This design comes from an exercise in tuning for small area, a short achievable clock period and few clock cycles per item on the open sky130 flow, not from production work. Function was checked by simulation only, so behaviour that the tests miss may differ from the original.

[flow/constraint.sdc]
create_clock -name core_clock -period 16.0 [get_ports {clk}]
set_input_delay 3.2000 -clock core_clock [delete_from_list [all_inputs] [get_ports {clk}]]
set_output_delay 3.2000 -clock core_clock [all_outputs]
set_load 0.01 [all_outputs]
[flow/standard.sh]
#!/bin/bash
# synth_recipe.tcl (not shown) runs the flow's synth.tcl, then flattens the netlist and writes it again
# the make line also repeats each setting of config.mk as NAME=value (left out here)
make -C /OpenROAD-flow-scripts/flow DESIGN_CONFIG=/design/flow/config.mk WORK_HOME=/design/flow/orfs CLKGATE_MAP_FILE= SYNTH_SCRIPT=/design/flow/synth_recipe.tcl "${@:-finish}"
[flow/design.v]
module hsv2rgb_fa (
    input  wire a,
    input  wire b,
    input  wire c,
    output wire s,
    output wire co
);
    assign s  = a ^ b ^ c;
    assign co = (a & b) | (a & c) | (b & c);
endmodule
module hsv2rgb_ha (
    input  wire a,
    input  wire b,
    output wire s,
    output wire co
);
    assign s  = a ^ b;
    assign co = a & b;
endmodule
module hsv2rgb_han (
    input  wire an,
    input  wire bn,
    output wire sn,
    output wire con
);
    assign sn  = ~(an ^ bn);
    assign con = an | bn;
endmodule
module hsv2rgb_maj (
    input  wire a,
    input  wire b,
    input  wire c,
    output wire co
);
    assign co = (a & b) | (a & c) | (b & c);
endmodule
module hsv2rgb_floor (
    input  wire [7:0] sat,
    output wire [7:0] fl
);
    wire [7:0] d = ~sat;
    wire p1 = ~(sat[0] | sat[1]);
    wire p2 = ~(sat[0] | sat[2]);
    wire p3 = ~(sat[0] | sat[3]);
    wire p4 = ~(sat[0] | sat[4]);
    wire p5 = ~(sat[0] | sat[5]);
    wire p6 = ~(sat[0] | sat[6]);
    wire p7 = ~(sat[0] | sat[7]);
    wire p8 = ~(sat[1] | sat[2]);
    wire p9 = ~(sat[1] | sat[3]);
    wire p10 = ~(sat[1] | sat[4]);
    wire p11 = ~(sat[1] | sat[5]);
    wire p12 = ~(sat[1] | sat[6]);
    wire p13 = ~(sat[1] | sat[7]);
    wire p14 = ~(sat[2] | sat[3]);
    wire p15 = ~(sat[2] | sat[4]);
    wire p16 = ~(sat[2] | sat[5]);
    wire p17 = ~(sat[2] | sat[6]);
    wire p18 = ~(sat[2] | sat[7]);
    wire p19 = ~(sat[3] | sat[4]);
    wire p20 = ~(sat[3] | sat[5]);
    wire p21 = ~(sat[3] | sat[6]);
    wire p22 = ~(sat[3] | sat[7]);
    wire p23 = ~(sat[4] | sat[5]);
    wire p24 = ~(sat[4] | sat[6]);
    wire p25 = ~(sat[4] | sat[7]);
    wire p26 = ~(sat[5] | sat[6]);
    wire p27 = ~(sat[5] | sat[7]);
    wire p28 = ~(sat[6] | sat[7]);
    wire s29, c30;
    hsv2rgb_ha u_s29 (.a(p5), .b(p10), .s(s29), .co(c30));
    wire s31, c32;
    hsv2rgb_ha u_s31 (.a(p6), .b(p11), .s(s31), .co(c32));
    wire s33, c34;
    hsv2rgb_fa u_s33 (.a(p7), .b(p12), .c(p16), .s(s33), .co(c34));
    wire s35, c36;
    hsv2rgb_ha u_s35 (.a(p3), .b(p8), .s(s35), .co(c36));
    wire s37, c38;
    hsv2rgb_ha u_s37 (.a(p4), .b(p9), .s(s37), .co(c38));
    wire s39, c40;
    hsv2rgb_fa u_s39 (.a(s29), .b(p14), .c(d[3]), .s(s39), .co(c40));
    wire s41, c42;
    hsv2rgb_fa u_s41 (.a(s31), .b(p15), .c(d[7]), .s(s41), .co(c42));
    wire s43, c44;
    hsv2rgb_fa u_s43 (.a(s33), .b(p19), .c(d[4]), .s(s43), .co(c44));
    wire s45, c46;
    hsv2rgb_fa u_s45 (.a(p13), .b(p17), .c(p20), .s(s45), .co(c46));
    wire s47, c48;
    hsv2rgb_fa u_s47 (.a(p18), .b(p21), .c(p23), .s(s47), .co(c48));
    wire s49, c50;
    hsv2rgb_ha u_s49 (.a(p1), .b(d[1]), .s(s49), .co(c50));
    wire s51, c52;
    hsv2rgb_ha u_s51 (.a(p2), .b(d[3]), .s(s51), .co(c52));
    wire s53, c54;
    hsv2rgb_fa u_s53 (.a(s35), .b(d[2]), .c(d[4]), .s(s53), .co(c54));
    wire s55, c56;
    hsv2rgb_fa u_s55 (.a(s37), .b(d[5]), .c(c36), .s(s55), .co(c56));
    wire s57, c58;
    hsv2rgb_fa u_s57 (.a(s39), .b(d[6]), .c(c38), .s(s57), .co(c58));
    wire s59, c60;
    hsv2rgb_fa u_s59 (.a(s41), .b(c30), .c(c40), .s(s59), .co(c60));
    wire s61, c62;
    hsv2rgb_fa u_s61 (.a(s43), .b(c32), .c(c42), .s(s61), .co(c62));
    wire s63, c64;
    hsv2rgb_fa u_s63 (.a(s45), .b(c34), .c(c44), .s(s63), .co(c64));
    wire s65, c66;
    hsv2rgb_fa u_s65 (.a(s47), .b(d[5]), .c(c46), .s(s65), .co(c66));
    wire s67, c68;
    hsv2rgb_fa u_s67 (.a(p22), .b(p24), .c(c48), .s(s67), .co(c68));
    wire s69, c70;
    hsv2rgb_fa u_s69 (.a(p25), .b(p26), .c(d[6]), .s(s69), .co(c70));
    wire [15:0] A71 = {1'b0, p28, p27, s69, s67, s65, s63, s61, s59, s57, s55, s53, s51, s49, d[1], d[0]};
    wire [15:0] B72 = {1'b0, d[7], c70, c68, c66, c64, c62, c60, c58, c56, c54, c52, c50, d[2], 1'b0, d[0]};
    wire [15:0] S73 = A71 + B72;
    assign fl = {S73[15], S73[14], S73[13], S73[12], S73[11], S73[10], S73[9], S73[8]};
endmodule
module hsv2rgb_valp (
    input  wire [7:0] val,
    output wire [8:0] v1
);
    wire [7:0] valn = ~val;
    wire vnz = |val;
    wire p1 = ~(valn[0] | valn[1]);
    wire p2 = ~(valn[0] | valn[2]);
    wire p3 = ~(valn[0] | valn[3]);
    wire p4 = ~(valn[0] | valn[4]);
    wire p5 = ~(valn[0] | valn[5]);
    wire p6 = ~(valn[0] | valn[6]);
    wire p7 = ~(valn[0] | valn[7]);
    wire p8 = ~(valn[1] | valn[2]);
    wire p9 = ~(valn[1] | valn[3]);
    wire p10 = ~(valn[1] | valn[4]);
    wire p11 = ~(valn[1] | valn[5]);
    wire p12 = ~(valn[1] | valn[6]);
    wire p13 = ~(valn[1] | valn[7]);
    wire p14 = ~(valn[2] | valn[3]);
    wire p15 = ~(valn[2] | valn[4]);
    wire p16 = ~(valn[2] | valn[5]);
    wire p17 = ~(valn[2] | valn[6]);
    wire p18 = ~(valn[2] | valn[7]);
    wire p19 = ~(valn[3] | valn[4]);
    wire p20 = ~(valn[3] | valn[5]);
    wire p21 = ~(valn[3] | valn[6]);
    wire p22 = ~(valn[3] | valn[7]);
    wire p23 = ~(valn[4] | valn[5]);
    wire p24 = ~(valn[4] | valn[6]);
    wire p25 = ~(valn[4] | valn[7]);
    wire p26 = ~(valn[5] | valn[6]);
    wire p27 = ~(valn[5] | valn[7]);
    wire p28 = ~(valn[6] | valn[7]);
    wire vz = ~vnz;
    wire s29, c30;
    hsv2rgb_fa u_s29 (.a(p7), .b(p12), .c(p16), .s(s29), .co(c30));
    wire s31, c32;
    hsv2rgb_ha u_s31 (.a(p13), .b(p17), .s(s31), .co(c32));
    wire s33, c34;
    hsv2rgb_ha u_s33 (.a(p18), .b(p21), .s(s33), .co(c34));
    wire s35, c36;
    hsv2rgb_ha u_s35 (.a(p5), .b(p10), .s(s35), .co(c36));
    wire s37, c38;
    hsv2rgb_ha u_s37 (.a(p6), .b(p11), .s(s37), .co(c38));
    wire s39, c40;
    hsv2rgb_fa u_s39 (.a(s29), .b(p19), .c(val[4]), .s(s39), .co(c40));
    wire s41, c42;
    hsv2rgb_fa u_s41 (.a(s31), .b(p20), .c(vnz), .s(s41), .co(c42));
    wire s43, c44;
    hsv2rgb_fa u_s43 (.a(s33), .b(p23), .c(val[5]), .s(s43), .co(c44));
    wire s45, c46;
    hsv2rgb_ha u_s45 (.a(p22), .b(p24), .s(s45), .co(c46));
    wire s47, c48;
    hsv2rgb_ha u_s47 (.a(p25), .b(p26), .s(s47), .co(c48));
    wire s49, c50;
    hsv2rgb_ha u_s49 (.a(p3), .b(p8), .s(s49), .co(c50));
    wire s51, c52;
    hsv2rgb_ha u_s51 (.a(p4), .b(p9), .s(s51), .co(c52));
    wire s53, c54;
    hsv2rgb_fa u_s53 (.a(s35), .b(p14), .c(val[3]), .s(s53), .co(c54));
    wire s55, c56;
    hsv2rgb_fa u_s55 (.a(s37), .b(p15), .c(c36), .s(s55), .co(c56));
    wire s57, c58;
    hsv2rgb_fa u_s57 (.a(s39), .b(vz), .c(c38), .s(s57), .co(c58));
    wire s59, c60;
    hsv2rgb_fa u_s59 (.a(s41), .b(c30), .c(c40), .s(s59), .co(c60));
    wire s61, c62;
    hsv2rgb_fa u_s61 (.a(s43), .b(c32), .c(c42), .s(s61), .co(c62));
    wire s63, c64;
    hsv2rgb_fa u_s63 (.a(s45), .b(c34), .c(c44), .s(s63), .co(c64));
    wire s65, c66;
    hsv2rgb_fa u_s65 (.a(s47), .b(val[6]), .c(c46), .s(s65), .co(c66));
    wire s67, c68;
    hsv2rgb_ha u_s67 (.a(p27), .b(c48), .s(s67), .co(c68));
    wire s69, c70;
    hsv2rgb_ha u_s69 (.a(p28), .b(val[7]), .s(s69), .co(c70));
    wire [16:0] A71 = {1'b0, c70, s69, s67, s65, s63, s61, s59, s57, s55, s53, s51, s49, p2, p1, 1'b0, val[0]};
    wire [16:0] B72 = {1'b0, 1'b0, c68, c66, c64, c62, c60, c58, c56, c54, c52, c50, val[2], 1'b0, val[1], 1'b0, 1'b0};
    wire [16:0] S73 = A71 + B72;
    assign v1 = {S73[16], S73[15], S73[14], S73[13], S73[12], S73[11], S73[10], S73[9], S73[8]};
endmodule
module hsv2rgb_dig (
    input  wire [7:0] x,
    output wire [11:0] s
);
    genvar k;
    generate for (k = 0; k < 4; k = k + 1) begin : g_d
        assign s[3*k]   =  x[2*k] & ~x[2*k+1];
        assign s[3*k+1] = ~x[2*k] &  x[2*k+1];
        assign s[3*k+2] =  x[2*k] &  x[2*k+1];
    end endgenerate
endmodule
module hsv2rgb_r4mul (
    input  wire [11:0] s,
    input  wire [8:0] m1,
    input  wire [9:0] m3,
    output wire [7:0] o
);
    wire p1 = ~((s[0] & m1[0]) | (s[2] & m3[0]));
    wire p2 = ~((s[0] & m1[1]) | (s[1] & m1[0]) | (s[2] & m3[1]));
    wire p3 = ~((s[0] & m1[2]) | (s[1] & m1[1]) | (s[2] & m3[2]));
    wire p4 = ~((s[0] & m1[3]) | (s[1] & m1[2]) | (s[2] & m3[3]));
    wire p5 = ~((s[0] & m1[4]) | (s[1] & m1[3]) | (s[2] & m3[4]));
    wire p6 = ~((s[0] & m1[5]) | (s[1] & m1[4]) | (s[2] & m3[5]));
    wire p7 = ~((s[0] & m1[6]) | (s[1] & m1[5]) | (s[2] & m3[6]));
    wire p8 = ~((s[0] & m1[7]) | (s[1] & m1[6]) | (s[2] & m3[7]));
    wire p9 = ~((s[0] & m1[8]) | (s[1] & m1[7]) | (s[2] & m3[8]));
    wire p10 = ~((s[1] & m1[8]) | (s[2] & m3[9]));
    wire p11 = ~((s[3] & m1[0]) | (s[5] & m3[0]));
    wire p12 = ~((s[3] & m1[1]) | (s[4] & m1[0]) | (s[5] & m3[1]));
    wire p13 = ~((s[3] & m1[2]) | (s[4] & m1[1]) | (s[5] & m3[2]));
    wire p14 = ~((s[3] & m1[3]) | (s[4] & m1[2]) | (s[5] & m3[3]));
    wire p15 = ~((s[3] & m1[4]) | (s[4] & m1[3]) | (s[5] & m3[4]));
    wire p16 = ~((s[3] & m1[5]) | (s[4] & m1[4]) | (s[5] & m3[5]));
    wire p17 = ~((s[3] & m1[6]) | (s[4] & m1[5]) | (s[5] & m3[6]));
    wire p18 = ~((s[3] & m1[7]) | (s[4] & m1[6]) | (s[5] & m3[7]));
    wire p19 = ~((s[3] & m1[8]) | (s[4] & m1[7]) | (s[5] & m3[8]));
    wire p20 = ~((s[4] & m1[8]) | (s[5] & m3[9]));
    wire p21 = ~((s[6] & m1[0]) | (s[8] & m3[0]));
    wire p22 = ~((s[6] & m1[1]) | (s[7] & m1[0]) | (s[8] & m3[1]));
    wire p23 = ~((s[6] & m1[2]) | (s[7] & m1[1]) | (s[8] & m3[2]));
    wire p24 = ~((s[6] & m1[3]) | (s[7] & m1[2]) | (s[8] & m3[3]));
    wire p25 = ~((s[6] & m1[4]) | (s[7] & m1[3]) | (s[8] & m3[4]));
    wire p26 = ~((s[6] & m1[5]) | (s[7] & m1[4]) | (s[8] & m3[5]));
    wire p27 = ~((s[6] & m1[6]) | (s[7] & m1[5]) | (s[8] & m3[6]));
    wire p28 = ~((s[6] & m1[7]) | (s[7] & m1[6]) | (s[8] & m3[7]));
    wire p29 = ~((s[6] & m1[8]) | (s[7] & m1[7]) | (s[8] & m3[8]));
    wire p30 = ~((s[7] & m1[8]) | (s[8] & m3[9]));
    wire p31 = ~((s[9] & m1[0]) | (s[11] & m3[0]));
    wire p32 = ~((s[9] & m1[1]) | (s[10] & m1[0]) | (s[11] & m3[1]));
    wire p33 = ~((s[9] & m1[2]) | (s[10] & m1[1]) | (s[11] & m3[2]));
    wire p34 = ~((s[9] & m1[3]) | (s[10] & m1[2]) | (s[11] & m3[3]));
    wire p35 = ~((s[9] & m1[4]) | (s[10] & m1[3]) | (s[11] & m3[4]));
    wire p36 = ~((s[9] & m1[5]) | (s[10] & m1[4]) | (s[11] & m3[5]));
    wire p37 = ~((s[9] & m1[6]) | (s[10] & m1[5]) | (s[11] & m3[6]));
    wire p38 = ~((s[9] & m1[7]) | (s[10] & m1[6]) | (s[11] & m3[7]));
    wire p39 = ~((s[9] & m1[8]) | (s[10] & m1[7]) | (s[11] & m3[8]));
    wire p40 = ~((s[10] & m1[8]) | (s[11] & m3[9]));
    wire s41, c42;
    hsv2rgb_han u_s41 (.an(p7), .bn(p15), .sn(s41), .con(c42));
    wire s43, c44;
    hsv2rgb_fa u_s43 (.a(p8), .b(p16), .c(p24), .s(s43), .co(c44));
    wire s45, c46;
    hsv2rgb_fa u_s45 (.a(p9), .b(p17), .c(p25), .s(s45), .co(c46));
    wire s47, c48;
    hsv2rgb_fa u_s47 (.a(p10), .b(p18), .c(p26), .s(s47), .co(c48));
    wire s49, c50;
    hsv2rgb_han u_s49 (.an(p19), .bn(p27), .sn(s49), .con(c50));
    wire s51, c52;
    hsv2rgb_han u_s51 (.an(p20), .bn(p28), .sn(s51), .con(c52));
    wire s53, c54;
    hsv2rgb_han u_s53 (.an(p5), .bn(p13), .sn(s53), .con(c54));
    wire s55, c56;
    hsv2rgb_fa u_s55 (.a(p6), .b(p14), .c(p22), .s(s55), .co(c56));
    wire s57, c58;
    hsv2rgb_fa u_s57 (.a(s41), .b(p23), .c(p31), .s(s57), .co(c58));
    wire s59, c60;
    hsv2rgb_fa u_s59 (.a(s43), .b(p32), .c(c42), .s(s59), .co(c60));
    wire s61, c62;
    hsv2rgb_fa u_s61 (.a(s45), .b(p33), .c(c44), .s(s61), .co(c62));
    wire s63, c64;
    hsv2rgb_fa u_s63 (.a(s47), .b(p34), .c(c46), .s(s63), .co(c64));
    wire s65, c66;
    hsv2rgb_fa u_s65 (.a(s49), .b(p35), .c(c48), .s(s65), .co(c66));
    wire s67, c68;
    hsv2rgb_fa u_s67 (.a(s51), .b(p36), .c(c50), .s(s67), .co(c68));
    wire s69, c70;
    hsv2rgb_fa u_s69 (.a(p29), .b(p37), .c(c52), .s(s69), .co(c70));
    wire s71, c72;
    hsv2rgb_han u_s71 (.an(p30), .bn(p38), .sn(s71), .con(c72));
    wire [15:0] A73 = {p40, p39, s71, s69, s67, s65, s63, s61, s59, s57, s55, s53, p4, p3, p2, p1};
    wire [15:0] B74 = {1'b1, c72, c70, c68, c66, c64, c62, c60, c58, c56, c54, p21, p12, p11, 1'b1, 1'b1};
    wire [15:0] S75 = ~(A73 + B74 + 1'b1);
    assign o = {S75[15], S75[14], S75[13], S75[12], S75[11], S75[10], S75[9], S75[8]};
endmodule
module hsv2rgb_r4desat (
    input  wire [11:0] d,
    input  wire [8:0] m1,
    input  wire [9:0] m3,
    input  wire [7:0] fl,
    output wire [7:0] o
);
    wire [7:0] fln = ~fl;
    wire p1 = ~((d[0] & m1[0]) | (d[2] & m3[0]));
    wire p2 = ~((d[0] & m1[1]) | (d[1] & m1[0]) | (d[2] & m3[1]));
    wire p3 = ~((d[0] & m1[2]) | (d[1] & m1[1]) | (d[2] & m3[2]));
    wire p4 = ~((d[0] & m1[3]) | (d[1] & m1[2]) | (d[2] & m3[3]));
    wire p5 = ~((d[0] & m1[4]) | (d[1] & m1[3]) | (d[2] & m3[4]));
    wire p6 = ~((d[0] & m1[5]) | (d[1] & m1[4]) | (d[2] & m3[5]));
    wire p7 = ~((d[0] & m1[6]) | (d[1] & m1[5]) | (d[2] & m3[6]));
    wire p8 = ~((d[0] & m1[7]) | (d[1] & m1[6]) | (d[2] & m3[7]));
    wire p9 = ~((d[0] & m1[8]) | (d[1] & m1[7]) | (d[2] & m3[8]));
    wire p10 = ~((d[1] & m1[8]) | (d[2] & m3[9]));
    wire p11 = ~((d[3] & m1[0]) | (d[5] & m3[0]));
    wire p12 = ~((d[3] & m1[1]) | (d[4] & m1[0]) | (d[5] & m3[1]));
    wire p13 = ~((d[3] & m1[2]) | (d[4] & m1[1]) | (d[5] & m3[2]));
    wire p14 = ~((d[3] & m1[3]) | (d[4] & m1[2]) | (d[5] & m3[3]));
    wire p15 = ~((d[3] & m1[4]) | (d[4] & m1[3]) | (d[5] & m3[4]));
    wire p16 = ~((d[3] & m1[5]) | (d[4] & m1[4]) | (d[5] & m3[5]));
    wire p17 = ~((d[3] & m1[6]) | (d[4] & m1[5]) | (d[5] & m3[6]));
    wire p18 = ~((d[3] & m1[7]) | (d[4] & m1[6]) | (d[5] & m3[7]));
    wire p19 = ~((d[3] & m1[8]) | (d[4] & m1[7]) | (d[5] & m3[8]));
    wire p20 = ~((d[4] & m1[8]) | (d[5] & m3[9]));
    wire p21 = ~((d[6] & m1[0]) | (d[8] & m3[0]));
    wire p22 = ~((d[6] & m1[1]) | (d[7] & m1[0]) | (d[8] & m3[1]));
    wire p23 = ~((d[6] & m1[2]) | (d[7] & m1[1]) | (d[8] & m3[2]));
    wire p24 = ~((d[6] & m1[3]) | (d[7] & m1[2]) | (d[8] & m3[3]));
    wire p25 = ~((d[6] & m1[4]) | (d[7] & m1[3]) | (d[8] & m3[4]));
    wire p26 = ~((d[6] & m1[5]) | (d[7] & m1[4]) | (d[8] & m3[5]));
    wire p27 = ~((d[6] & m1[6]) | (d[7] & m1[5]) | (d[8] & m3[6]));
    wire p28 = ~((d[6] & m1[7]) | (d[7] & m1[6]) | (d[8] & m3[7]));
    wire p29 = ~((d[6] & m1[8]) | (d[7] & m1[7]) | (d[8] & m3[8]));
    wire p30 = ~((d[7] & m1[8]) | (d[8] & m3[9]));
    wire p31 = ~((d[9] & m1[0]) | (d[11] & m3[0]));
    wire p32 = ~((d[9] & m1[1]) | (d[10] & m1[0]) | (d[11] & m3[1]));
    wire p33 = ~((d[9] & m1[2]) | (d[10] & m1[1]) | (d[11] & m3[2]));
    wire p34 = ~((d[9] & m1[3]) | (d[10] & m1[2]) | (d[11] & m3[3]));
    wire p35 = ~((d[9] & m1[4]) | (d[10] & m1[3]) | (d[11] & m3[4]));
    wire p36 = ~((d[9] & m1[5]) | (d[10] & m1[4]) | (d[11] & m3[5]));
    wire p37 = ~((d[9] & m1[6]) | (d[10] & m1[5]) | (d[11] & m3[6]));
    wire p38 = ~((d[9] & m1[7]) | (d[10] & m1[6]) | (d[11] & m3[7]));
    wire p39 = ~((d[9] & m1[8]) | (d[10] & m1[7]) | (d[11] & m3[8]));
    wire p40 = ~((d[10] & m1[8]) | (d[11] & m3[9]));
    wire s41, c42;
    hsv2rgb_han u_s41 (.an(p9), .bn(p17), .sn(s41), .con(c42));
    wire s43, c44;
    hsv2rgb_fa u_s43 (.a(p10), .b(p18), .c(p26), .s(s43), .co(c44));
    wire s45, c46;
    hsv2rgb_han u_s45 (.an(p19), .bn(p27), .sn(s45), .con(c46));
    wire s47, c48;
    hsv2rgb_han u_s47 (.an(p20), .bn(p28), .sn(s47), .con(c48));
    wire s49, c50;
    hsv2rgb_han u_s49 (.an(p7), .bn(p15), .sn(s49), .con(c50));
    wire s51, c52;
    hsv2rgb_fa u_s51 (.a(p8), .b(p16), .c(p24), .s(s51), .co(c52));
    wire s53, c54;
    hsv2rgb_fa u_s53 (.a(s41), .b(p25), .c(p33), .s(s53), .co(c54));
    wire s55, c56;
    hsv2rgb_fa u_s55 (.a(s43), .b(p34), .c(fln[1]), .s(s55), .co(c56));
    wire s57, c58;
    hsv2rgb_fa u_s57 (.a(s45), .b(p35), .c(fln[2]), .s(s57), .co(c58));
    wire s59, c60;
    hsv2rgb_fa u_s59 (.a(s47), .b(p36), .c(fln[3]), .s(s59), .co(c60));
    wire s61, c62;
    hsv2rgb_fa u_s61 (.a(p29), .b(p37), .c(fln[4]), .s(s61), .co(c62));
    wire s63, c64;
    hsv2rgb_han u_s63 (.an(p30), .bn(p38), .sn(s63), .con(c64));
    wire s65, c66;
    hsv2rgb_han u_s65 (.an(p5), .bn(p13), .sn(s65), .con(c66));
    wire s67, c68;
    hsv2rgb_fa u_s67 (.a(p6), .b(p14), .c(p22), .s(s67), .co(c68));
    wire s69, c70;
    hsv2rgb_fa u_s69 (.a(s49), .b(p23), .c(p31), .s(s69), .co(c70));
    wire s71, c72;
    hsv2rgb_fa u_s71 (.a(s51), .b(p32), .c(c50), .s(s71), .co(c72));
    wire s73, c74;
    hsv2rgb_fa u_s73 (.a(s53), .b(fln[0]), .c(c52), .s(s73), .co(c74));
    wire s75, c76;
    hsv2rgb_fa u_s75 (.a(s55), .b(c42), .c(c54), .s(s75), .co(c76));
    wire s77, c78;
    hsv2rgb_fa u_s77 (.a(s57), .b(c44), .c(c56), .s(s77), .co(c78));
    wire s79, c80;
    hsv2rgb_fa u_s79 (.a(s59), .b(c46), .c(c58), .s(s79), .co(c80));
    wire s81, c82;
    hsv2rgb_fa u_s81 (.a(s61), .b(c48), .c(c60), .s(s81), .co(c82));
    wire s83, c84;
    hsv2rgb_fa u_s83 (.a(s63), .b(fln[5]), .c(c62), .s(s83), .co(c84));
    wire s85, c86;
    hsv2rgb_fa u_s85 (.a(p39), .b(fln[6]), .c(c64), .s(s85), .co(c86));
    wire s87, c88;
    hsv2rgb_han u_s87 (.an(p40), .bn(fln[7]), .sn(s87), .con(c88));
    wire [15:0] A89 = {s87, s85, s83, s81, s79, s77, s75, s73, s71, s69, s67, s65, p4, p3, p2, p1};
    wire [15:0] B90 = {c86, c84, c82, c80, c78, c76, c74, c72, c70, c68, c66, p21, p12, p11, 1'b1, 1'b1};
    wire [15:0] S91 = ~(A89 + B90 + 1'b1);
    assign o = {S91[15], S91[14], S91[13], S91[12], S91[11], S91[10], S91[9], S91[8]};
endmodule
module hsv2rgb_hue (
    input  wire [7:0] hue,
    output reg  [7:0] raw_i,
    output reg  [7:0] raw_d,
    output reg  [1:0] zone
);
    wire [4:0] h5 = hue[4:0];
    reg [7:0] t;
    always @(*) begin
        case (h5)
            5'd0: t = 8'd0;
            5'd1: t = 8'd2;
            5'd2: t = 8'd5;
            5'd3: t = 8'd8;
            5'd4: t = 8'd10;
            5'd5: t = 8'd13;
            5'd6: t = 8'd16;
            5'd7: t = 8'd18;
            5'd8: t = 8'd21;
            5'd9: t = 8'd24;
            5'd10: t = 8'd26;
            5'd11: t = 8'd29;
            5'd12: t = 8'd32;
            5'd13: t = 8'd34;
            5'd14: t = 8'd37;
            5'd15: t = 8'd40;
            5'd16: t = 8'd43;
            5'd17: t = 8'd45;
            5'd18: t = 8'd48;
            5'd19: t = 8'd51;
            5'd20: t = 8'd53;
            5'd21: t = 8'd56;
            5'd22: t = 8'd59;
            5'd23: t = 8'd61;
            5'd24: t = 8'd64;
            5'd25: t = 8'd67;
            5'd26: t = 8'd69;
            5'd27: t = 8'd72;
            5'd28: t = 8'd75;
            5'd29: t = 8'd77;
            5'd30: t = 8'd80;
            5'd31: t = 8'd83;
            default: t = 8'd0;
        endcase
    end
    reg [7:0] u;
    always @(*) begin
        case (h5)
            5'd0: u = 8'd0;
            5'd1: u = 8'd5;
            5'd2: u = 8'd10;
            5'd3: u = 8'd16;
            5'd4: u = 8'd21;
            5'd5: u = 8'd26;
            5'd6: u = 8'd32;
            5'd7: u = 8'd37;
            5'd8: u = 8'd42;
            5'd9: u = 8'd48;
            5'd10: u = 8'd53;
            5'd11: u = 8'd58;
            5'd12: u = 8'd64;
            5'd13: u = 8'd69;
            5'd14: u = 8'd74;
            5'd15: u = 8'd80;
            5'd16: u = 8'd85;
            5'd17: u = 8'd90;
            5'd18: u = 8'd96;
            5'd19: u = 8'd101;
            5'd20: u = 8'd106;
            5'd21: u = 8'd112;
            5'd22: u = 8'd117;
            5'd23: u = 8'd122;
            5'd24: u = 8'd128;
            5'd25: u = 8'd133;
            5'd26: u = 8'd138;
            5'd27: u = 8'd144;
            5'd28: u = 8'd149;
            5'd29: u = 8'd154;
            5'd30: u = 8'd160;
            5'd31: u = 8'd165;
            default: u = 8'd0;
        endcase
    end
    reg  [7:0] bi, ci, bd, cd;
    always @(*) begin
        case (hue[7:5])
            3'd0: begin ci = 8'd0;   bi = t; cd = 8'd0;   bd = t;    zone = 2'd0; end
            3'd1: begin ci = 8'd85;  bi = t; cd = 8'd84;  bd = 8'd0; zone = 2'd0; end
            3'd2: begin ci = 8'd170; bi = t; cd = 8'd84;  bd = u;    zone = 2'd0; end
            3'd3: begin ci = 8'd0;   bi = t; cd = 8'd0;   bd = t;    zone = 2'd1; end
            3'd4: begin ci = 8'd85;  bi = u; cd = 8'd84;  bd = u;    zone = 2'd1; end
            3'd5: begin ci = 8'd0;   bi = t; cd = 8'd0;   bd = t;    zone = 2'd2; end
            3'd6: begin ci = 8'd85;  bi = t; cd = 8'd84;  bd = t;    zone = 2'd2; end
            default: begin ci = 8'd170; bi = t; cd = 8'd170; bd = t; zone = 2'd2; end
        endcase
        raw_i = ci + bi;
        raw_d = ~(cd + bd);
    end
endmodule
module hsv2rgb_stream (
    input  wire        clk,
    input  wire        rst,
    input  wire        in_valid,
    output wire        in_ready,
    input  wire [7:0]  hue_i,
    input  wire [7:0]  sat_i,
    input  wire [7:0]  val_i,
    output reg         out_valid,
    output wire [31:0] rgb_o
);
    assign in_ready = 1'b1;
    reg        v0;
    reg [7:0]  hue0, sat0, val0;
    always @(posedge clk) begin
        v0   <= ~rst & in_valid;
        hue0 <= hue_i;
        sat0 <= sat_i;
        val0 <= val_i;
    end
    wire [7:0] raw_i0, raw_d0, fl0;
    wire [8:0] v10;
    wire [1:0] zone0;
    hsv2rgb_hue   u_hue   (.hue(hue0), .raw_i(raw_i0), .raw_d(raw_d0), .zone(zone0));
    hsv2rgb_floor u_floor (.sat(sat0), .fl(fl0));
    hsv2rgb_valp  u_valp  (.val(val0), .v1(v10));
    wire [8:0] s10 = {1'b0, sat0} + 9'd1;
    wire [9:0] s30 = {s10, 1'b0} + s10;
    reg        v1;
    reg [11:0] di1, dd1;
    wire [11:0] di0, dd0;
    hsv2rgb_dig u_di (.x(raw_i0), .s(di0));
    hsv2rgb_dig u_dd (.x(raw_d0), .s(dd0));
    reg [8:0]  s11, v11;
    reg [9:0]  s31;
    reg [7:0]  fl1;
    reg        z0_1, z1_1;
    always @(posedge clk) begin
        v1      <= ~rst & v0;
        di1     <= di0;
        dd1     <= dd0;
        s11     <= s10;
        s31     <= s30;
        fl1     <= fl0;
        v11     <= v10;
        z0_1    <= zone0 == 2'd0;
        z1_1    <= zone0 == 2'd1;
    end
    wire [7:0] si1, sd1;
    hsv2rgb_r4desat u_bi (.d(di1), .m1(s11), .m3(s31), .fl(fl1), .o(si1));
    hsv2rgb_r4desat u_bd (.d(dd1), .m1(s11), .m3(s31), .fl(fl1), .o(sd1));
    wire [9:0] v31 = {v11, 1'b0} + v11;
    wire [7:0] xr = z0_1 ? sd1 : z1_1 ? fl1 : si1;
    wire [7:0] xg = z0_1 ? si1 : z1_1 ? sd1 : fl1;
    wire [7:0] xb = z0_1 ? fl1 : z1_1 ? si1 : sd1;
    reg        v2;
    reg [7:0]  xr2, xg2, xb2;
    reg [8:0]  v12;
    reg [9:0]  v32;
    always @(posedge clk) begin
        v2  <= ~rst & v1;
        xr2 <= xr;
        xg2 <= xg;
        xb2 <= xb;
        v12 <= v11;
        v32 <= v31;
    end
    wire [11:0] dr2, dg2, db2;
    hsv2rgb_dig u_dr (.x(xr2), .s(dr2));
    hsv2rgb_dig u_dg (.x(xg2), .s(dg2));
    hsv2rgb_dig u_db (.x(xb2), .s(db2));
    wire [7:0] or2, og2, ob2;
    hsv2rgb_r4mul u_cr (.s(dr2), .m1(v12), .m3(v32), .o(or2));
    hsv2rgb_r4mul u_cg (.s(dg2), .m1(v12), .m3(v32), .o(og2));
    hsv2rgb_r4mul u_cb (.s(db2), .m1(v12), .m3(v32), .o(ob2));
    reg [23:0] rgb3;
    always @(posedge clk) begin
        out_valid <= ~rst & v2;
        rgb3      <= {or2, og2, ob2};
    end
    assign rgb_o = {8'd0, rgb3};
endmodule
[flow/flow/run.sh]
#!/bin/bash
# Layout flow: the standard flow (standard.sh: the standard synthesis,
# floorplan, placement, clock tree, routing and finish, at the design's
# clock and constraints), except that the port buffers that placement adds
# to every input and output are buf_4 cells instead of the default pick
# (a slow delay cell).  The whole output of the flow goes to flow.log.
set -euo pipefail
cd "$(dirname "$0")/.."
bash standard.sh BUFFER_PORTS_ARGS="-buffer_cell sky130_fd_sc_hd__buf_4" finish > flow.log 2>&1
[flow/config.mk]
export PLATFORM = sky130hd
export DESIGN_NAME = hsv2rgb_stream
export DESIGN_NICKNAME = hsv2rgb_stream
export VERILOG_FILES = /design/flow/design.v
export SDC_FILE = /design/flow/constraint.sdc
export NUM_CORES = 4
export LEC_CHECK = 0
export CAP_MARGIN = 20
export CELL_PAD_IN_SITES_DETAIL_PLACEMENT = 1
export CORE_MARGIN = 2
export CORE_UTILIZATION = 40
export SLEW_MARGIN = 60
export SYNTH_HIERARCHICAL = 1
==> results of run 1 <==
==> registers in the layout, summed over array words and instances (netlist names) <==
name and count:
dd1 12, xr2 8, val0 8, di1 12
v2 1, v11 9, rgb3 24, fl1 8
s11 8, xb2 8, out_valid 1, z0_1 1
xg2 8, hue0 8, s31 10, v12 8
v0 1, v32 10, sat0 8, v1 1
z1_1 1
==> metrics by stage <==
step	std cells	worst slack, ps	hold WS (ps)
floorplan	1635	12150	337
global placement	2037	11850	344
detailed placement	2039	11680	340
CTS	2071	11660	352
global route	2076	11420	361
finish	2076	11640	351
==> placed cells by master (no fill, tap or decap), types with 5 or more instances in the layout <==
| cell type | n |
|---|---|
| dfxtp_2 | 22 |
| ha_1 | 158 |
| nor3_1 | 13 |
| o22ai_1 | 5 |
| a21oi_1 | 78 |
| xor2_1 | 41 |
| and2_1 | 29 |
| dfxtp_1 | 132 |
| and2b_2 | 40 |
| o21bai_1 | 6 |
| conb_1 | 9 |
| nand3_1 | 21 |
| nand2_1 | 84 |
| xnor2_1 | 47 |
| a22oi_1 | 37 |
| a31oi_1 | 9 |
| fa_1 | 96 |
| o211ai_1 | 8 |
| clkbuf_16 | 17 |
| o21a_1 | 11 |
| nand2b_1 | 7 |
| mux2i_1 | 30 |
| and2_2 | 25 |
| nor2b_1 | 9 |
| o21ai_0 | 59 |
| inv_6 | 5 |
| o221ai_1 | 6 |
| o21ai_1 | 6 |
| buf_4 | 59 |
| inv_1 | 170 |
| a21o_1 | 16 |
| nor2_1 | 75 |
| a221oi_2 | 6 |
| a222oi_1 | 155 |
==> worst max path at each step <==
stage | start | end | cells after the start
floorplan | s11[6] | xb2[4] | 13
global placement | s11[5] | xb2[4] | 12
detailed placement | s11[6] | xb2[4] | 12
CTS | s11[5] | xb2[4] | 12
global route | s11[6] | xb2[4] | 12
finish | s11[6] | xb2[4] | 12
==> area by class of cell <==
| cell class | count | area, µm² |
|---|---|---|
| Multi-Input combinational cell | 1183 | 10600 |
| Sequential cell | 155 | 3130 |
| Inverter | 172 | 646 |
| Clock inverter | 14 | 169 |
| Tap cell | 468 | 586 |
| Timing Repair Buffer | 66 | 498 |
| Fill cell | 4188 | 20600 |
| Clock buffer | 18 | 439 |
==> layer usage <==
layer | global-route usage | wire (µm) | up-vias | share of wire
met3 | 0.0402 | 2420 | 64 | 0.059
li1 | - | - | 5884 | -
met2 | 0.368 | 20100 | 451 | 0.49
met5 | 0 | 0 | - | 0
met4 | 0.0685 | 963 | 0 | 0.024
met1 | 0.259 | 17300 | 6238 | 0.42
==> flow_summary.toml, run 1 <==
[status]
status = "complete, no violations"

[clock_tree]
htreeDepth = 4
clkSinkCount = 155
cts_buffers = 17
postCtsSetupBuffers = 0
postCtsHoldBufs = 0
clkSlewWorstSetupHoldPaths_ps = 70
post_cts_resize_count = 0
insertion_delay_ps = 450
cts_tree = "yes"
clock-root-buffer = "clkbuf_16"
cts.path.max_buffers = 2

[floorplanning]
start_util = 0.406
io_pins = 61
die_y_um = 197
num_rows = 70
die_area_um2 = 38700
chipWidth_um = 197
design.core.area_um2 = 36600

[placement]
placed_cell_area_um2 = 15400
gp_congestion = 0.868
io_buffers = 51
hpwl_mm = 31.1

[worst_setup_path]
crit_path_start_kind = "register"
r2r_start = "s11[6]"
critPathSlowestCell = "fa_1"
crit_top_cell = "fa_1"
max_stage_delay_ps = 520
crit_arrival_ps = 4710
required_ps = 16350
end_kind = "register"
criticalPathCategory = "register to register"
cp_top_family = "adder cells"
r2r_setup_slack_ps = 11640
r2r_end = "xb2[4]"
cp_cell_sequence = "a222oi_1 > fa_1 > fa_1 > fa_1 > ha_1 > a2111oi_0 > o21a_1 > o32ai_4 > a21boi_1 > xor2_1 > mux2i_1 > o21ai_0"
path_max_fanout = 16
reg2reg_depth = 12
cp_num_buf_inv = 0

[min_path]
min_path_cells = 0
whs_endpoint = "v32[0]"
min_from = "v11[0]"
hp-class = "register to register"

[grt]
grt_pass1_vias = 12860
grt_pass1_wl_mm = 65.8
groute.usage.overall = 0.210
grt_start_max_net_pins = 49
grt-ovfl-total = 0
antenna_found_initial = 0

[sta]
drv_slew = 0
relSlewSlack = 0.606
fin_crit_sh = 0.273
hold_viol = 0
finalSetupTns_ps = 0
fmax_ghz = 0.229
worst_clock_skew_ps = 12.8
fin_crit_ps = 4360
finalSetupViolCount = 0
tightestPinTransition_ps = 592
rsz0062_at_grt = "no"

[final_layout]
fin_area_um2 = 16100
antennaDiodeCount = 0
final_core_util = 0.439
nNetsFinal = 1876
area_delta_synth_final_pct = 8.04
drive_gt1_frac = 0.140

[yosys]
synth_area_per_cell_um2 = 9.13
synthCells = 1628
yosys_warnings = 8
netlist_area_um2 = 14900

[routing]
detail_route.wl_per_cell_um = 19.6
drtIter0Drc = 1715
post-route-drc-count = 0
postRouteAntennaNets = 0
vias = 12637
vias_per_cell = 6.09
drtPass1Iterations = 15
routed_wirelength_mm = 40.7

[job]
maxCapViolCount = 0
Testbench counts, summed over its fixed seeds: cycles 16,032, items 16,000.
==> run 2, diff against run 1 <==
--- a/flow/config.mk
+++ b/flow/config.mk
@@ -6,7 +6,6 @@
 export NUM_CORES = 4
 export LEC_CHECK = 0
 export CAP_MARGIN = 20
-export CELL_PAD_IN_SITES_DETAIL_PLACEMENT = 1
 export CORE_MARGIN = 2
 export CORE_UTILIZATION = 40
 export SLEW_MARGIN = 60
==> flow_summary.toml, run 2 <==
[final_layout]
area_delta_synth_final_pct = 8.38
nNetsFinal = 1876
final_core_util = 0.440
largest_reg_flops = 24
drive_gt1_frac = 0.137
top_register = "rgb3"
antennaDiodeCount = 0
final_common_cell = "inv_1"
fin_area_um2 = 16100
nFillCells = 3553
top_regs = "rgb3 (24), dd1 (12), di1 (12)"
layout_common_cells = "inv_1, ha_1, a222oi_1"

[routing]
postRouteAntennaNets = 0
vias_per_cell = 5.96
drtIter0Drc = 1904
vias = 12363
detail_route.wl_per_cell_um = 17.6
routed_wirelength_mm = 36.6
drtPass1Iterations = 13
post-route-drc-count = 0

[worst_setup_path]
critPathSlowestCell = "fa_1"
max_stage_delay_ps = 520
end_kind = "register"
reg2reg_depth = 12
required_ps = 16360
r2r_start = "s11[6]"
cp_top_family = "adder cells"
path_max_fanout = 16
cp_cell_sequence = "a222oi_1 > fa_1 > fa_1 > fa_1 > ha_1 > a2111oi_0 > o21a_1 > o32ai_4 > a21boi_1 > xor2_1 > mux2i_1 > o21ai_0"
cp_num_buf_inv = 0
r2r_end = "xb2[4]"
r2r_setup_slack_ps = 11710
crit_top_cell = "fa_1"
criticalPathCategory = "register to register"
crit_arrival_ps = 4650
crit_path_start_kind = "register"

[floorplanning]
die_area_um2 = 38700
die_y_um = 197
chipWidth_um = 197
io_pins = 61
design.core.area_um2 = 36600
start_util = 0.406
num_rows = 70

[clock_tree]
clkSinkCount = 155
postCtsHoldBufs = 0
cts_buffers = 17
cts_tree = "yes"
htreeDepth = 4
clock-root-buffer = "clkbuf_16"
cts.path.max_buffers = 2
postCtsSetupBuffers = 0
insertion_delay_ps = 440
clkSlewWorstSetupHoldPaths_ps = 70
post_cts_resize_count = 0

[placement]
placed_cell_area_um2 = 15400
hpwl_mm = 27.7
gp_congestion = 0.868
io_buffers = 51
pre_cts_ws_ps = 11740

[sta]
tightestPinTransition_ps = 585
fin_crit_ps = 4290
finalSetupTns_ps = 0
rsz0062_at_grt = "no"
worst_clock_skew_ps = 10.7
hold_viol = 0
fin_ws_ps = 11710
finalSetupViolCount = 0
fin_crit_sh = 0.268
relSlewSlack = 0.609
drv_slew = 0
fmax_ghz = 0.233

[yosys]
netlist_area_um2 = 14900
yosys_warnings = 8
synthCells = 1628
synth_area_per_cell_um2 = 9.13

[min_path]
min_path_cells = 0
min_from = "v11[0]"
whs_endpoint = "v32[0]"
hp-class = "register to register"

[grt]
grt-ovfl-total = 0
groute.usage.overall = 0.189
grt_pass1_wl_mm = 59.2
grt_start_max_net_pins = 49
antenna_found_initial = 0
grt_pass1_vias = 11623

[job]
maxCapViolCount = 0

[status]
status = "complete, no violations"
## run 2: worst reg2reg max path: stages (launching register included)
cell,delay [ps]
dfxtp_1,480
a222oi_1,490
fa_1,520
fa_1,520
fa_1,490
ha_1,220
a2111oi_0,410
o21a_1,230
o32ai_4,110
a21boi_1,170
xor2_1,290
mux2i_1,120
o21ai_0,150
## run 2: per-stage QoR
step                      hold WS, ps  instances
after floorplan                   337       1635
after detailed placement          339       2039
after global placement            344       2037
after global routing              360       2076
final                             348       2076
after CTS                         351       2071
## run 2: cell type report
class                      count  area [µm²]  share of cell area
clock buffer                  20         467              0.0290
tap                          468         586              0.0364
multi-input combinational   1183       10600               0.657
inverter                     172         646              0.0401
sequential                   155        3130               0.194
timing repair buffer          66         498              0.0309
clock inverter                12         198              0.0123
## run 2: how the worst max path moves through the flow
stage / startpoint / end / cells past startpoint
final: s11[6] / xb2[4] / 12
after global placement: s11[5] / xb2[4] / 12
after CTS: s11[6] / xr2[7] / 11
after detailed placement: s11[6] / xr2[7] / 11
after global routing: s11[6] / xr2[4] / 12
after floorplan: s11[6] / xb2[4] / 13
## run 2: layer usage
metal,track usage,wire [µm]
met1,0.245,16100
met2,0.316,17100
met3,0.0352,2570
met4,0.0632,858
met5,0,0
==> run 3, diff against run 2 <==
==> flow/run.sh (new file) <==
#!/bin/bash
# synth_recipe.tcl (not shown) runs the flow's synth.tcl, then flattens the netlist and writes it again
# the make line also repeats each setting of config.mk as NAME=value (left out here)
make -C /OpenROAD-flow-scripts/flow DESIGN_CONFIG=/design/flow/config.mk WORK_HOME=/design/flow/orfs CLKGATE_MAP_FILE= SYNTH_SCRIPT=/design/flow/synth_recipe.tcl finish
removed: flow/flow/run.sh
removed: flow/standard.sh
==> flow_summary.toml, run 3 <==
[final_layout]
drive_gt1_frac = 0.103
top_register = "rgb3"
final_core_util = 0.441
layout_common_cells = "inv_1, ha_1, a222oi_1"
antennaDiodeCount = 0
top_regs = "rgb3 (24), dd1 (12), di1 (12)"
final_common_cell = "inv_1"
nNetsFinal = 1876
largest_reg_flops = 24
area_delta_synth_final_pct = 8.70

[clock_tree]
cts_tree = "yes"
htreeDepth = 4
clkSinkCount = 155
cts_buffers = 17
clkSlewWorstSetupHoldPaths_ps = 70
postCtsHoldBufs = 0
cts.path.max_buffers = 2
post_cts_resize_count = 0
postCtsSetupBuffers = 0
clock-root-buffer = "clkbuf_16"
insertion_delay_ps = 440

[placement]
pre_cts_ws_ps = 11660
io_buffers = 51
gp_congestion = 0.913
hpwl_mm = 26.5

[worst_setup_path]
crit_arrival_ps = 1300
max_stage_delay_ps = 540
cp_top_family = "buffers and inverters"
criticalPathCategory = "register to primary output"
crit_path_start_kind = "register"
startpoint = "rgb3[9]"
cp_cell_sequence = "clkdlybuf4s50_1"
critPathSlowestCell = "clkdlybuf4s50_1"
required_ps = 12800
cp_num_buf_inv = 1
r2r_start = "s11[6]"
end_kind = "primary output"
path_max_fanout = 1

[sta]
fin_crit_ps = 4500
hold_viol = 0
worst_clock_skew_ps = 8.88
rsz0062_at_grt = "no"
fin_ws_ps = 11500
worst_hold_slack_ps = 362
tightestPinTransition_ps = 586
fin_crit_sh = 0.282
finalSetupViolCount = 0
fmax_ghz = 0.222
finalSetupTns_ps = 0
drv_slew = 0
relSlewSlack = 0.609

[routing]
post-route-drc-count = 0
drtIter0Drc = 2019
vias_per_cell = 5.90
routed_wirelength_mm = 35.3
vias = 12240
drtPass1Iterations = 12
postRouteAntennaNets = 0
detail_route.wl_per_cell_um = 17.0

[grt]
antenna_found_initial = 0
grt_pass1_wl_mm = 57.1
grt_pass1_vias = 11282
groute.usage.overall = 0.181
grt-ovfl-total = 0
grt_start_max_net_pins = 49

[floorplanning]
die_y_um = 197
num_rows = 70
die_area_um2 = 38700
start_util = 0.406
design.core.area_um2 = 36600
io_pins = 61
chipWidth_um = 197

[min_path]
hp-class = "register to register"
min_from = "v11[0]"

[status]
status = "complete, no violations"

[yosys]
netlist_area_um2 = 14900
yosys_warnings = 8
synthCells = 1628
synth_area_per_cell_um2 = 9.13

[job]
maxCapViolCount = 0
-- run 3: changes by cell type in the layout (fill, tap and decap cells not counted), moves of 2 or more --
| cell | change |
|---|---|
| buf_4 | -49 |
| bufinv_16 | -2 |
| clkdlybuf4s50_1 | +51 |
| clkinv_4 | +2 |
| clkinvlp_4 | +2 |
| dfxtp_1 | +3 |
| dfxtp_2 | -2 |
| inv_6 | -2 |
| inv_8 | -2 |
-- run 3: metrics by stage --
stage          instances  cell area [µm²]
2_1_floorplan       1635            14900
3_3_place_gp        2039            15500
3_5_place_dp        2040            15500
4_1_cts             2071            16100
5_1_grt             2075            16200
6_report            2075            16200
-- run 3: final timing paths --
| check | to | slack (ps) | depth (start not counted) |
|---|---|---|---|
| min reg2reg | v32[0] | 360 | 0 |
| max | rgb_o[9] | 11500 | 1 |
| min | v32[0] | 360 | 0 |
| max reg2reg | xr2[4] | 11640 | 12 |
-- run 3: layer usage --
layer | routed length [µm] | GRT usage
met1 | 15800 | 0.243
met4 | 707 | 0.0585
met3 | 2220 | 0.0277
met2 | 16500 | 0.299
met5 | 0 | 0
-- run 3: final cells by class --
cell class / count / area [µm²]
fill: 3521 / 20500
multi-input combinational: 1183 / 10600
sequential: 155 / 3120
inverter: 172 / 646
timing repair buffer: 66 / 624
tap: 468 / 586
clock buffer: 20 / 457
clock inverter: 11 / 135

what the ideal ports hide:
The results above use ideal ports. As a check the final layouts listed here were re-extracted and re-timed, cells and wires unchanged. Step 1, drivers: a clkbuf_16 drives clk and a buf_2 each remaining input, both assumed. Step 2 times the ports against the registers' clock, not the clock port: input delays grow and output delays shrink by t, the midpoint of the rising clock arrivals with the driver on. Three values: ideal, step 1, step 2; two values: the first two.
| run | t (ns) | slack for setup (ns) | worst setup path at the end | slew at the worst register clock pin (ns) | pins driven straight from the clock port |
|---|---|---|---|---|---|
| run 1 | 0.494 | 11.640 / 11.640 / 11.640 | register to register | 0.07 / 0.07 | 1 |
| run 2 | 0.488 | 11.712 / 11.712 / 11.712 | register to register | 0.07 / 0.07 | 1 |
| run 3 | 0.491 | 11.496 / 11.445 / 11.642 | register to register | 0.07 / 0.07 | 1 |
After both steps setup and hold are still met in every run listed.
